Background: an optimization exercise with open tools, aiming at small area, a short achievable clock period and few clock cycles. Do not read the settings as production practice. The RTL was checked by simulation tests, not by an equivalence proof against the original design. Power figures rest on the tool's default switching activity, not on a simulated workload.

<file path="flow/run.sh">
#!/bin/bash
# synth_recipe.tcl (not shown) runs the flow's synth.tcl, then flattens the netlist and writes it again
# the make line also repeats each setting of config.mk as NAME=value (left out here)
make -C /OpenROAD-flow-scripts/flow DESIGN_CONFIG=/design/flow/config.mk WORK_HOME=/design/flow/orfs CLKGATE_MAP_FILE= SYNTH_SCRIPT=/design/flow/synth_recipe.tcl finish
</file>
<file path="flow/config.mk">
export PLATFORM = sky130hd
export DESIGN_NAME = mbcore
export DESIGN_NICKNAME = mbcore
export VERILOG_FILES = /design/flow/design.v
export SDC_FILE = /design/flow/constraint.sdc
export NUM_CORES = 8
export LEC_CHECK = 0
export CAP_MARGIN = 20
export CORE_MARGIN = 2
export CORE_UTILIZATION = 30
export SLEW_MARGIN = 20
</file>
<file path="flow/constraint.sdc">
create_clock -name core_clock -period 10.0 [get_ports {clk}]
set_input_delay 2.0000 -clock core_clock [delete_from_list [all_inputs] [get_ports {clk}]]
set_output_delay 2.0000 -clock core_clock [all_outputs]
set_load 0.01 [all_outputs]
</file>
<file path="flow/design.v">
module mbcore (
    input  wire        clk,
    input  wire        rst,           
    input  wire        req_valid,
    input  wire        req_write,
    input  wire        req_wide,      
    input  wire [23:0] req_addr,
    input  wire [31:0] req_wdata,
    output reg         rsp_valid,
    output reg  [31:0] rsp_rdata,
    output reg         rsp_err
);
    localparam integer IN_MAX  = 128;
    localparam integer OUT_MAX = 128;
    localparam [7:0] ST_OK       = 8'h00;
    localparam [7:0] ST_MALFORM  = 8'h01;
    localparam [7:0] ST_ENC_OVF  = 8'h02;
    localparam [7:0] ST_SHORT    = 8'h03;
    localparam [7:0] ST_ILL_CMD  = 8'h04;
    localparam [7:0] ST_ILL_OPND = 8'h05;
    localparam [7:0] OP_WFB   = 8'h01;
    localparam [7:0] OP_BFW   = 8'h02;
    localparam [7:0] OP_PACK  = 8'h08;
    localparam [7:0] OP_UNPK  = 8'h09;
    localparam [7:0] OP_UNPKS = 8'h0A;
    localparam [7:0] OP_DEC   = 8'h10;
    localparam [7:0] OP_ENC   = 8'h11;
    localparam [7:0] OP_VAL   = 8'h18;
    localparam [7:0] OP_EXB   = 8'h19;
    localparam [31:0] ID_VALUE  = 32'h4D420001;
    localparam [31:0] CFG_VALUE = 32'h00000003;   
    reg [31:0] cw, a, b, hin0, hin1, in_len;
    reg [7:0]  st;
    reg [31:0] r, hout0, hout1, out_len;
    wire [8*IN_MAX-1:0]  in_mem;    
    wire [8*OUT_MAX-1:0] out_mem;   
    function [7:0] in_byte(input [8:0] i);
        in_byte = in_mem[8*i +: 8];
    endfunction
    function [7:0] out_byte(input [8:0] i);
        out_byte = out_mem[8*i +: 8];
    endfunction
    wire        is_reg   = (req_addr[23:6] == 18'd0) && (req_addr[5:0] < 6'h38);
    wire        in_win   = (req_addr[23:20] == 4'h1) && (req_addr[19:0] < IN_MAX);
    wire        out_win  = (req_addr[23:20] == 4'h2) && (req_addr[19:0] < OUT_MAX);
    wire [8:0]  win_idx  = req_addr[8:0];
    wire        reg_ok   = is_reg && req_wide && (req_addr[1:0] == 2'b00);
    wire        win_ok   = !req_wide || (req_addr[1:0] == 2'b00);
    wire        bus_ok   = reg_ok || (in_win && win_ok) || (out_win && win_ok && !req_write);
    reg [31:0] reg_rdata;
    always @(*) begin
        case (req_addr[5:2])
            4'h0: reg_rdata = cw;
            4'h1: reg_rdata = a;
            4'h2: reg_rdata = b;
            4'h3: reg_rdata = hin0;
            4'h4: reg_rdata = hin1;
            4'h5: reg_rdata = in_len;
            4'h6: reg_rdata = {24'd0, st};
            4'h7: reg_rdata = r;
            4'h8: reg_rdata = hout0;
            4'h9: reg_rdata = hout1;
            4'hA: reg_rdata = out_len;
            4'hB: reg_rdata = 32'd0;           
            4'hC: reg_rdata = ID_VALUE;
            4'hD: reg_rdata = CFG_VALUE;
            default: reg_rdata = 32'd0;
        endcase
    end
    wire [31:0] in_word   = in_mem[32*win_idx[8:2] +: 32];
    wire [31:0] out_word  = out_mem[32*win_idx[8:2] +: 32];
    wire [31:0] in_rdata  = req_wide ? {in_word[7:0], in_word[15:8], in_word[23:16], in_word[31:24]}
                                     : {24'd0, in_word[8*win_idx[1:0] +: 8]};
    wire [31:0] out_rdata = req_wide ? {out_word[7:0], out_word[15:8], out_word[23:16], out_word[31:24]}
                                     : {24'd0, out_word[8*win_idx[1:0] +: 8]};
    wire [7:0] c_x   = cw[31:24];
    wire [7:0] c_y   = cw[23:16];
    wire [3:0] c_rsv = cw[15:12];
    wire [3:0] c_w   = cw[11:8];
    wire [7:0] c_op  = cw[7:0];
    reg        dec_illegal;
    always @(*) begin
        dec_illegal = 1'b0;
        if (c_rsv != 4'd0)
            dec_illegal = 1'b1;
        else begin
            case (c_op)
                OP_WFB:   dec_illegal = (c_w != 4'd0);
                OP_BFW:   dec_illegal = (c_x != 8'd0) || (c_y != 8'd0) ||
                                        (c_w < 4'd1) || (c_w > 4'd4);
                OP_PACK, OP_UNPKS, OP_DEC, OP_ENC, OP_VAL:
                          dec_illegal = (c_x != 8'd0) || (c_y != 8'd0) || (c_w != 4'd0);
                OP_UNPK, OP_EXB:
                          dec_illegal = (c_y != 8'd0) || (c_w != 4'd0);
                default:  dec_illegal = 1'b1;
            endcase
        end
    end
    wire reads_in   = (c_op == OP_PACK) || (c_op == OP_UNPKS) || (c_op == OP_DEC) ||
                      (c_op == OP_ENC)  || (c_op == OP_VAL);
    wire in_len_big = (in_len > IN_MAX);
    wire [8:0] n9   = in_len[8:0];    
    wire [32:0] bfw_sum = {1'b0, a} + {1'b0, b};
    reg         bfw_ovf;
    always @(*) begin
        case (c_w)
            4'd1:    bfw_ovf = (bfw_sum[32:8]  != 25'd0);
            4'd2:    bfw_ovf = (bfw_sum[32:16] != 17'd0);
            4'd3:    bfw_ovf = (bfw_sum[32:24] != 9'd0);
            default: bfw_ovf = bfw_sum[32];
        endcase
    end
    wire [15:0] dec_l    = {in_byte(9'd4), in_byte(9'd5)};
    wire        dec_bad  = (in_len < 32'd8) || (in_len < 32'd6 + dec_l);
    wire [15:0] dec_d    = (dec_l >= 16'd2) ? dec_l - 16'd2 : 16'd0;
    wire        enc_big  = (in_len + 32'd8 > OUT_MAX);
    wire        unpks_big = ({in_len, 3'b000} > OUT_MAX);
    wire [7:0]  fc       = hin1[7:0];
    wire        exb_bad_code = (c_x < 8'd1) || (c_x > 8'd3);
    wire        exb_ovf  = fc[7];
    wire [15:0] v_wa     = {in_byte(9'd0), in_byte(9'd1)};
    wire [15:0] v_q      = {in_byte(9'd2), in_byte(9'd3)};
    wire [7:0]  v_bc     = in_byte(9'd4);
    wire [16:0] v_start  = {1'b0, v_wa} + 17'd1;                   
    wire [17:0] v_end    = {1'b0, v_start} + {2'b00, v_q} - 18'd1;  
    wire        v_multi  = (fc == 8'h0F) || (fc == 8'h10);
    wire        v_supported = (fc == 8'h01) || (fc == 8'h02) || (fc == 8'h03) || (fc == 8'h04) ||
                              (fc == 8'h05) || (fc == 8'h06) || v_multi;
    wire        v_short  = in_len < (v_multi ? 32'd5 : 32'd4);
    wire        v_start_ok = (v_start <= 17'd249);
    wire        v_range_ok = v_start_ok && (v_end >= 18'd1) && (v_end <= 18'd249);
    wire        v_single = (fc == 8'h05) || (fc == 8'h06);
    wire        v_addr_ok = v_single ? v_start_ok : v_range_ok;
    wire        v_payload = (in_len >= 32'd5 + v_bc);
    wire [15:0] v_bc_coils = (v_q + 16'd7) >> 3;
    reg         v_value_ok;
    always @(*) begin
        case (fc)
            8'h01, 8'h02: v_value_ok = (v_q >= 16'd1) && (v_q <= 16'd249);
            8'h03, 8'h04: v_value_ok = (v_q >= 16'd1) && (v_q <= 16'd125);
            8'h05:        v_value_ok = (v_q == 16'h0000) || (v_q == 16'hFF00);
            8'h06:        v_value_ok = 1'b1;
            8'h0F:        v_value_ok = (v_q >= 16'd1) && (v_q <= 16'd249) &&
                                       ({8'd0, v_bc} == v_bc_coils) && v_payload;
            8'h10:        v_value_ok = (v_q >= 16'd1) && (v_q <= 16'd123) &&
                                       ({9'd0, v_bc} == {1'b0, v_q[15:0]} << 1) && v_payload;
            default:      v_value_ok = 1'b0;
        endcase
    end
    wire [1:0]  v_verdict = !v_supported ? 2'd1 :
                            !v_addr_ok   ? 2'd2 :
                            !v_value_ok  ? 2'd3 : 2'd0;
    localparam [1:0] S_IDLE = 2'd0;
    localparam [1:0] S_CMD  = 2'd1;    
    localparam [1:0] S_LOOP = 2'd2;    
    localparam [1:0] S_FIN  = 2'd3;    
    reg [1:0]  state;
    reg [8:0]  idx;       
    reg [8:0]  cnt;       
    reg [7:0]  pack_acc;
    reg [8:0]  rd_idx;
    always @(*) begin
        case (c_op)
            OP_UNPKS: rd_idx = {3'd0, idx[8:3]};
            OP_DEC:   rd_idx = idx + 9'd8;
            OP_ENC:   rd_idx = idx - 9'd8;
            default:  rd_idx = idx;
        endcase
    end
    wire [7:0] rd_byte = in_byte(rd_idx);
    reg [7:0]  loop_byte;
    reg        loop_bad;    
    reg [7:0]  elem;
    always @(*) begin
        loop_byte = 8'd0;
        loop_bad  = 1'b0;
        elem      = 8'd0;
        case (c_op)
            OP_BFW: begin
                case (c_w - 4'd1 - idx[3:0])
                    4'd0:    loop_byte = bfw_sum[7:0];
                    4'd1:    loop_byte = bfw_sum[15:8];
                    4'd2:    loop_byte = bfw_sum[23:16];
                    default: loop_byte = bfw_sum[31:24];
                endcase
            end
            OP_PACK: begin
                elem      = rd_byte;
                loop_bad  = (elem > 8'd1);
                loop_byte = pack_acc | ({7'd0, elem[0]} << idx[2:0]);
            end
            OP_UNPK:  loop_byte = {7'd0, c_x[idx[2:0]]};
            OP_UNPKS: begin
                elem      = rd_byte;
                loop_byte = {7'd0, elem[idx[2:0]]};
            end
            OP_DEC:   loop_byte = rd_byte;
            OP_ENC: begin
                case (idx)
                    9'd0: loop_byte = hin0[31:24];
                    9'd1: loop_byte = hin0[23:16];
                    9'd2: loop_byte = hin0[15:8];
                    9'd3: loop_byte = hin0[7:0];
                    9'd4: loop_byte = 8'd0;                
                    9'd5: loop_byte = n9[7:0] + 8'd2;
                    9'd6: loop_byte = hin1[15:8];
                    9'd7: loop_byte = hin1[7:0];
                    default: loop_byte = rd_byte;
                endcase
            end
            OP_EXB:   loop_byte = c_x;
            default:  loop_byte = 8'd0;
        endcase
    end
    wire [8:0] loop_widx = (c_op == OP_PACK) ? {3'd0, idx[8:3]} : idx;
    task finish_err(input [7:0] code);
        begin
            st      <= code;
            r       <= 32'd0;
            hout0   <= 32'd0;
            hout1   <= 32'd0;
            out_len <= 32'd0;
            rsp_valid <= 1'b1;
            rsp_rdata <= 32'd0;
            rsp_err   <= 1'b0;
            state   <= S_IDLE;
        end
    endtask
    always @(posedge clk) begin
        if (rst) begin
            state     <= S_IDLE;
            cw        <= 32'd0;
            a         <= 32'd0;
            b         <= 32'd0;
            hin0      <= 32'd0;
            hin1      <= 32'd0;
            in_len    <= 32'd0;
            st        <= 8'd0;
            r         <= 32'd0;
            hout0     <= 32'd0;
            hout1     <= 32'd0;
            out_len   <= 32'd0;
            idx       <= 9'd0;
            cnt       <= 9'd0;
            pack_acc  <= 8'd0;
            rsp_valid <= 1'b0;
            rsp_rdata <= 32'd0;
            rsp_err   <= 1'b0;
        end else begin
            rsp_valid <= 1'b0;
            case (state)
                S_IDLE: begin
                    if (req_valid) begin
                        if (!bus_ok) begin
                            rsp_valid <= 1'b1;
                            rsp_rdata <= 32'd0;
                            rsp_err   <= 1'b1;
                        end else if (req_write) begin
                            rsp_rdata <= 32'd0;
                            rsp_err   <= 1'b0;
                            if (is_reg) begin
                                case (req_addr[5:2])
                                    4'h0: cw     <= req_wdata;
                                    4'h1: a      <= req_wdata;
                                    4'h2: b      <= req_wdata;
                                    4'h3: hin0   <= req_wdata;
                                    4'h4: hin1   <= req_wdata;
                                    4'h5: in_len <= req_wdata;
                                    default: ;
                                endcase
                                if (req_addr[5:2] == 4'h0)
                                    state <= S_CMD;
                                else
                                    rsp_valid <= 1'b1;
                            end else begin
                                rsp_valid <= 1'b1;    
                            end
                        end else begin
                            rsp_valid <= 1'b1;
                            rsp_err   <= 1'b0;
                            rsp_rdata <= is_reg ? reg_rdata : in_win ? in_rdata : out_rdata;
                        end
                    end
                end
                S_CMD: begin
                    idx      <= 9'd0;
                    pack_acc <= 8'd0;
                    if (dec_illegal)
                        finish_err(ST_ILL_CMD);
                    else if (reads_in && in_len_big)
                        finish_err(ST_ILL_OPND);
                    else begin
                        case (c_op)
                            OP_WFB: state <= S_FIN;
                            OP_VAL: begin
                                if (v_supported && v_short)
                                    finish_err(ST_SHORT);
                                else
                                    state <= S_FIN;
                            end
                            OP_BFW: begin
                                if (bfw_ovf)
                                    finish_err(ST_ENC_OVF);
                                else begin
                                    cnt   <= {5'd0, c_w};
                                    state <= S_LOOP;
                                end
                            end
                            OP_PACK: begin
                                cnt   <= n9;
                                state <= (n9 == 9'd0) ? S_FIN : S_LOOP;
                            end
                            OP_UNPK: begin
                                cnt   <= 9'd8;
                                state <= S_LOOP;
                            end
                            OP_UNPKS: begin
                                if (unpks_big)
                                    finish_err(ST_ILL_OPND);
                                else begin
                                    cnt   <= {n9[5:0], 3'b000};
                                    state <= (n9 == 9'd0) ? S_FIN : S_LOOP;
                                end
                            end
                            OP_DEC: begin
                                if (dec_bad)
                                    finish_err(ST_MALFORM);
                                else begin
                                    cnt   <= dec_d[8:0];
                                    state <= (dec_d == 16'd0) ? S_FIN : S_LOOP;
                                end
                            end
                            OP_ENC: begin
                                if (enc_big)
                                    finish_err(ST_ILL_OPND);
                                else begin
                                    cnt   <= n9 + 9'd8;
                                    state <= S_LOOP;
                                end
                            end
                            OP_EXB: begin
                                if (exb_bad_code)
                                    finish_err(ST_ILL_OPND);
                                else if (exb_ovf)
                                    finish_err(ST_ENC_OVF);
                                else begin
                                    cnt   <= 9'd1;
                                    state <= S_LOOP;
                                end
                            end
                            default: finish_err(ST_ILL_CMD);
                        endcase
                    end
                end
                S_LOOP: begin
                    if (loop_bad)
                        finish_err(ST_ILL_OPND);
                    else begin
                        if (c_op == OP_PACK)
                            pack_acc <= (idx[2:0] == 3'd7) ? 8'd0 : loop_byte;
                        idx <= idx + 9'd1;
                        if (idx + 9'd1 == cnt)
                            state <= S_FIN;
                    end
                end
                S_FIN: begin
                    st        <= ST_OK;
                    r         <= 32'd0;
                    hout0     <= 32'd0;
                    hout1     <= 32'd0;
                    out_len   <= 32'd0;
                    rsp_valid <= 1'b1;
                    rsp_rdata <= 32'd0;
                    rsp_err   <= 1'b0;
                    state     <= S_IDLE;
                    case (c_op)
                        OP_WFB: r <= {16'd0, c_x, c_y};
                        OP_BFW: begin
                            r       <= bfw_sum[31:0];
                            out_len <= {28'd0, c_w};
                        end
                        OP_PACK: begin
                            r       <= {26'd0, n9[8:3]} + (n9[2:0] != 3'd0 ? 32'd1 : 32'd0);
                            out_len <= {26'd0, n9[8:3]} + (n9[2:0] != 3'd0 ? 32'd1 : 32'd0);
                        end
                        OP_UNPK: begin
                            r       <= 32'd8;
                            out_len <= 32'd8;
                        end
                        OP_UNPKS: begin
                            r       <= {in_len[28:0], 3'b000};
                            out_len <= {in_len[28:0], 3'b000};
                        end
                        OP_DEC: begin
                            hout0   <= {in_byte(9'd0), in_byte(9'd1), in_byte(9'd2), in_byte(9'd3)};
                            hout1   <= {dec_l, in_byte(9'd6), in_byte(9'd7)};
                            out_len <= {16'd0, dec_d};
                            r       <= {16'd0, dec_d} + 32'd8;
                        end
                        OP_ENC: begin
                            hout0   <= hin0;
                            hout1   <= {in_len[15:0] + 16'd2, hin1[15:0]};
                            out_len <= in_len + 32'd8;
                            r       <= in_len + 32'd8;
                        end
                        OP_VAL: r <= {30'd0, v_verdict};
                        OP_EXB: begin
                            hout0   <= hin0;
                            hout1   <= {16'd3, hin1[15:8], fc + 8'h80};
                            out_len <= 32'd1;
                            r       <= {24'd0, c_x};
                        end
                        default: ;
                    endcase
                end
            endcase
        end
    end
    wire in_we = !rst && (state == S_IDLE) && req_valid && req_write && bus_ok && !is_reg;
    wire out_we = !rst && (state == S_LOOP) && !loop_bad;
    genvar g;
    generate
        for (g = 0; g < IN_MAX; g = g + 1) begin : g_in
            reg  [7:0] q;
            wire       sel = req_wide ? (win_idx[8:2] == g / 4) : (win_idx == g);
            always @(posedge clk)
                if (in_we && sel)
                    q <= req_wide ? req_wdata[31 - 8 * (g % 4) -: 8] : req_wdata[7:0];
            assign in_mem[8*g +: 8] = q;
        end
        for (g = 0; g < OUT_MAX; g = g + 1) begin : g_out
            reg  [7:0] q;
            always @(posedge clk)
                if (out_we && loop_widx == g)
                    q <= loop_byte;
            assign out_mem[8*g +: 8] = q;
        end
    endgenerate
endmodule
</file>
==> summary.txt <==
==> cell type report <==
class	instances	area, µm²	area share, %
Antenna cell	33	82.6	0.0601
Timing Repair Buffer	480	4140	3.01
Clock inverter	150	1660	1.21
Multi-Input combinational cell	5847	48300	35.1
Inverter	98	380	0.277
Clock buffer	323	7040	5.12
Sequential cell	2433	69200	50.4
Tap cell	5265	6590	4.79
==> flip-flops by register name, indices dropped and copies added, names as in the netlist <==
signal / flops
in_len: 32
rsp_err: 1
idx: 9
rsp_valid: 1
r: 32
g_out.q: 1024
hout0: 32
rsp_rdata: 32
hout1: 32
b: 32
pack_acc: 8
g_in.q: 1024
hin0: 32
cnt: 9
state: 2
hin1: 32
out_len: 32
cw: 32
st: 3
a: 32
==> Yosys cell counts, types with 36 or more instances <==
| cell | n | share of area [%] |
|---|---|---|
| nor3_1 | 122 | 0.51 |
| buf_2 | 97 | 0.40 |
| o22ai_1 | 83 | 0.43 |
| a31oi_1 | 56 | 0.29 |
| or3_1 | 36 | 0.19 |
| a31o_2 | 68 | 0.50 |
| nand4_1 | 82 | 0.43 |
| mux4_2 | 768 | 14 |
| a22o_1 | 50 | 0.36 |
| xnor2_1 | 87 | 0.63 |
| dfxtp_1 | 385 | 6.4 |
| nand2_1 | 1305 | 4.1 |
| nor4_1 | 54 | 0.28 |
| xor2_1 | 84 | 0.61 |
| inv_1 | 95 | 0.30 |
| buf_1 | 148 | 0.46 |
| ha_1 | 104 | 1.1 |
| a21oi_1 | 626 | 2.6 |
| mux2i_1 | 254 | 2.1 |
| o21ai_0 | 205 | 0.85 |
| nand3_1 | 188 | 0.78 |
| nand2b_1 | 40 | 0.21 |
| edfxtp_1 | 2048 | 51 |
| clkbuf_1 | 471 | 1.5 |
| nor2_1 | 518 | 1.6 |
| o211ai_1 | 45 | 0.28 |
| and3_1 | 92 | 0.48 |
| a211oi_1 | 120 | 0.75 |
| a221oi_1 | 77 | 0.56 |
| a22oi_1 | 166 | 1.0 |
==> kinds of logic after synthesis <==
group	count (synthesis)
xor gates and xnor gates	171
adders and majority gates	107
muxes	1063
buffers and inverters	837
and+or+nand+nor	2608
AOI/OAI and AO/OA	1898
DFF	2433
==> placed cells by master (no fill, tap or decap), drive strengths merged, types with 33 or more instances in the layout <==
| cell type | netlist | layout |
|---|---|---|
| inv | 95 | 108 |
| nor2 | 520 | 520 |
| mux4 | 768 | 768 |
| edfxtp | 2048 | 2048 |
| mux2 | 41 | 41 |
| a32oi | 34 | 34 |
| a31oi | 56 | 56 |
| o22ai | 83 | 83 |
| clkinv | 3 | 103 |
| nand2 | 1307 | 1307 |
| a21oi | 627 | 627 |
| a22oi | 167 | 167 |
| o211ai | 45 | 45 |
| or3 | 37 | 37 |
| a2111oi | 34 | 34 |
| a211oi | 120 | 120 |
| xnor2 | 87 | 87 |
| nor2b | 34 | 34 |
| nor4 | 58 | 58 |
| ha | 104 | 104 |
| mux2i | 254 | 254 |
| nand3 | 188 | 188 |
| a21o | 33 | 33 |
| buf | 266 | 395 |
| a31o | 69 | 69 |
| dfxtp | 385 | 385 |
| nor3 | 123 | 123 |
| clkdlybuf4s50 | 0 | 81 |
| and3 | 92 | 92 |
| clkbuf | 473 | 327 |
| nand4 | 82 | 82 |
| a22o | 50 | 50 |
| o21ai | 209 | 209 |
| diode | 0 | 33 |
| xor2 | 84 | 84 |
| nand2b | 40 | 40 |
| a221oi | 77 | 77 |
==> routing by layer <==
| metal | vias to the layer above | global-route usage, % | part of all wire [%] | wire (µm) |
|---|---|---|---|---|
| met5 | - | 0.165 | 0.041 | 238 |
| met4 | 30 | 19.6 | 9.0 | 52600 |
| met3 | 2105 | 10.9 | 15 | 89400 |
| met2 | 9086 | 39.1 | 41 | 239000 |
| met1 | 47864 | 34.4 | 35 | 203000 |
| li1 | 35942 | - | - | - |
==> per-stage QoR <==
step	hold WS, ns	std cells	setup slack [ns]
finish	0.457	14629	1.29
detailed placement	0.448	14119	1.75
global placement	0.441	14115	1.93
CTS	0.456	14592	1.69
global route	0.468	14599	1.26
floorplan	0.430	9117	1.31
==> report_power, final <==
| part | internal [mW] | switching, mW | leakage [nW] |
|---|---|---|---|
| clock | 5.75 | 4.39 | 4.23 |
| combinational | 0.282 | 0.758 | 16.3 |
| sequential | 10.9 | 0.00171 | 19.8 |
==> worst reg2reg max path, stage by stage (launching register included) <==
cell and delay, ns:
dfxtp_1 0.83, nor4b_1 0.69, nand2_1 0.19, nor2_1 0.13
buf_4 0.33, xnor2_1 0.15, ha_1 0.25, or3b_2 0.49
a211o_1 0.28, a21oi_1 0.42, or2_0 0.67, nand3_1 0.39
nor4_1 0.71, nor4_1 0.14, buf_4 0.20, or3_4 0.42
o31ai_4 0.71, nand4_1 0.41, buf_4 0.32, nor2_1 0.57
==> final timing paths <==
check	cells past startpoint	endpoint	slack (ns)
setup / recovery	19	g_out[83].q[6]$_DFFE_PP_	1.29
hold / removal	2	hin1[25]$_SDFFE_PP0P_	0.46
setup reg to reg	19	g_out[83].q[6]$_DFFE_PP_	1.29
hold reg to reg	2	hin1[25]$_SDFFE_PP0P_	0.46
==> metrics.yaml <==
timing:
  hold_viol_final: 0
  finClkSkew_ns: 0.0845
  setup_tns_ns: 0
  clock.fmax_mhz: 115
  timing.slew.headroom_pct: 10.6
  finalSetupViolations: 0
  period_share_pct: 87.1
  maxSlewViolCount: 0
  grt_setup_unrepaired: "no"
  finalCriticalPeriod_ns: 8.71
  worstMarginPinSlew_ns: 1.34
worst_setup_path:
  end_kind: "flip-flop"
  r2r_start: "cw[4]$_SDFFE_PP0P_"
  startpoint: "cw[4]$_SDFFE_PP0P_"
  crit_family: "simple AND/OR/NAND/NOR gates"
  path_common_cell: "buf_4"
  crit_chain: "nor4b_1 > nand2_1 > nor2_1 > buf_4 > xnor2_1 > ha_1 > or3b_2 > a211o_1 > a21oi_1 > or2_0 > nand3_1 > nor4_1 > nor4_1 > buf_4 > or3_4 > o31ai_4 > nand4_1 > buf_4 > nor2_1"
  slowest_delay_ns: 0.83
  path_buf_inv: 3
  arrival_ns: 9.23
  cp_max_fo: 19
  crit_required_ns: 10.52
  critPathSlowestCell: "dfxtp_1"
  critPathKind: "flip-flop to flip-flop"
  startpoint_type: "flip-flop"
floorplan:
  pin_count: 95
  die_x_um: 637
  core_um2: 399000
  die_h_um: 637
  initial_core_util_pct: 30.1
  die_area_um2: 406000
  num_rows: 232
logic_synthesis:
  ys.flop_type: "edfxtp_1"
  syn_nets: 9285
  yosys.area_share.adder_pct: 1.13
  synth_xor_area_share_pct: 1.25
  synth.distinct_cells: 107
  postSynthCellCount: 9117
  syn_area_um2: 120000
  synth.area.mux_share_pct: 16.9
  synth_compound_area_share_pct: 10.7
  ys_warn_count: 1
  synth-seq-cells: 2433
  yosys.area_share.simple_pct: 9.67
  ys_seq_area_share_pct: 57.6
  synth_edf_count: 2048
  synth_top_family_by_area: "multiplexers"
  synth-async-reset-ratio_pct: 0
  syn_avg_cell_area_um2: 13.2
pwr:
  totalPowerFinal_mw: 22.1
  p_leak_nw: 40.4
  vdd.ir_drop.worst_uv: 168
  pwr_density_cell_nw_per_um2: 161
routing:
  drt-initial-drc-count: 18952
  drc: 0
  wl_per_cell_um: 39.9
  num_vias: 95027
  routed_wirelength_um: 584000
  dr.pass1.iters: 7
  viasPerCell: 6.50
  drtAntennaViolNets: 0
clock_tree:
  cts_resized: 0
  h-tree-depth: 5
  cts_hold_buf: 0
  cts_tree: "yes"
  cts_setup_buffers: 0
  cts_inserted_buffers: 264
  cts_root_buf: "clkbuf_16"
  clk_pin_slew_ns: 0.06
  cts_sinks: 2433
  insertion_delay_ns: 0.95
  cts_buffer_depth: 4
place:
  io_buffers: 94
  dp.final_hpwl_um: 405000
  gp_congestion: 1.11
  placed_area_um2: 129000
finish:
  fin_util_pct: 34.4
  nNetsFinal: 9292
  layout-drive-gt1-share_pct: 19.6
  nFillCells: 38062
  postLayoutCellArea_um2: 137000
  syn2layout_area_growth_pct: 14.4
global_routing:
  antenna_found_initial: 63
  grtUsageTotal_pct: 27.7
  grt_pass1_vias: 87732
  grt_pass1_wl_um: 778000
  grt-ovfl-total: 0
  grt_max_degree: 130
min_path:
  hp-start: "hin1[25]$_SDFFE_PP0P_"
  hold_path_class: "flip-flop to flip-flop"
job:
  max_cap_viol_count: 0
outcome:
  status: "timing/DRC/antenna clean"
Testbench counts, summed over its fixed seeds: cycles 44,811.

static timing again, ports no longer ideal:
No port has a modelled driver above. Below, the same layout with a new extraction and two added sets of constraints. Step 1 assumes that a clkbuf_16 drives the clock port and a buf_2 every other input. Step 2, shift: input delay + t, output delay - t, t = (earliest + latest rising clock arrival at the registers) / 2. This alone moves slack from input paths to output paths. a / b / c = ideal / step 1 / step 2; a / b = the first two.
t (ns): 1.020
slack for setup (ns): 1.287 / 1.287 / 1.287
hold slack, ns: 0.457 / 0.457 / 0.457
worst setup path after step 2: register to register
worst data-port slew with drivers (ns): 0.11
After both steps setup and hold are still met in this run. The setup slack of this run moves by 0.000 ns with the drivers and by 0.000 ns with both steps.
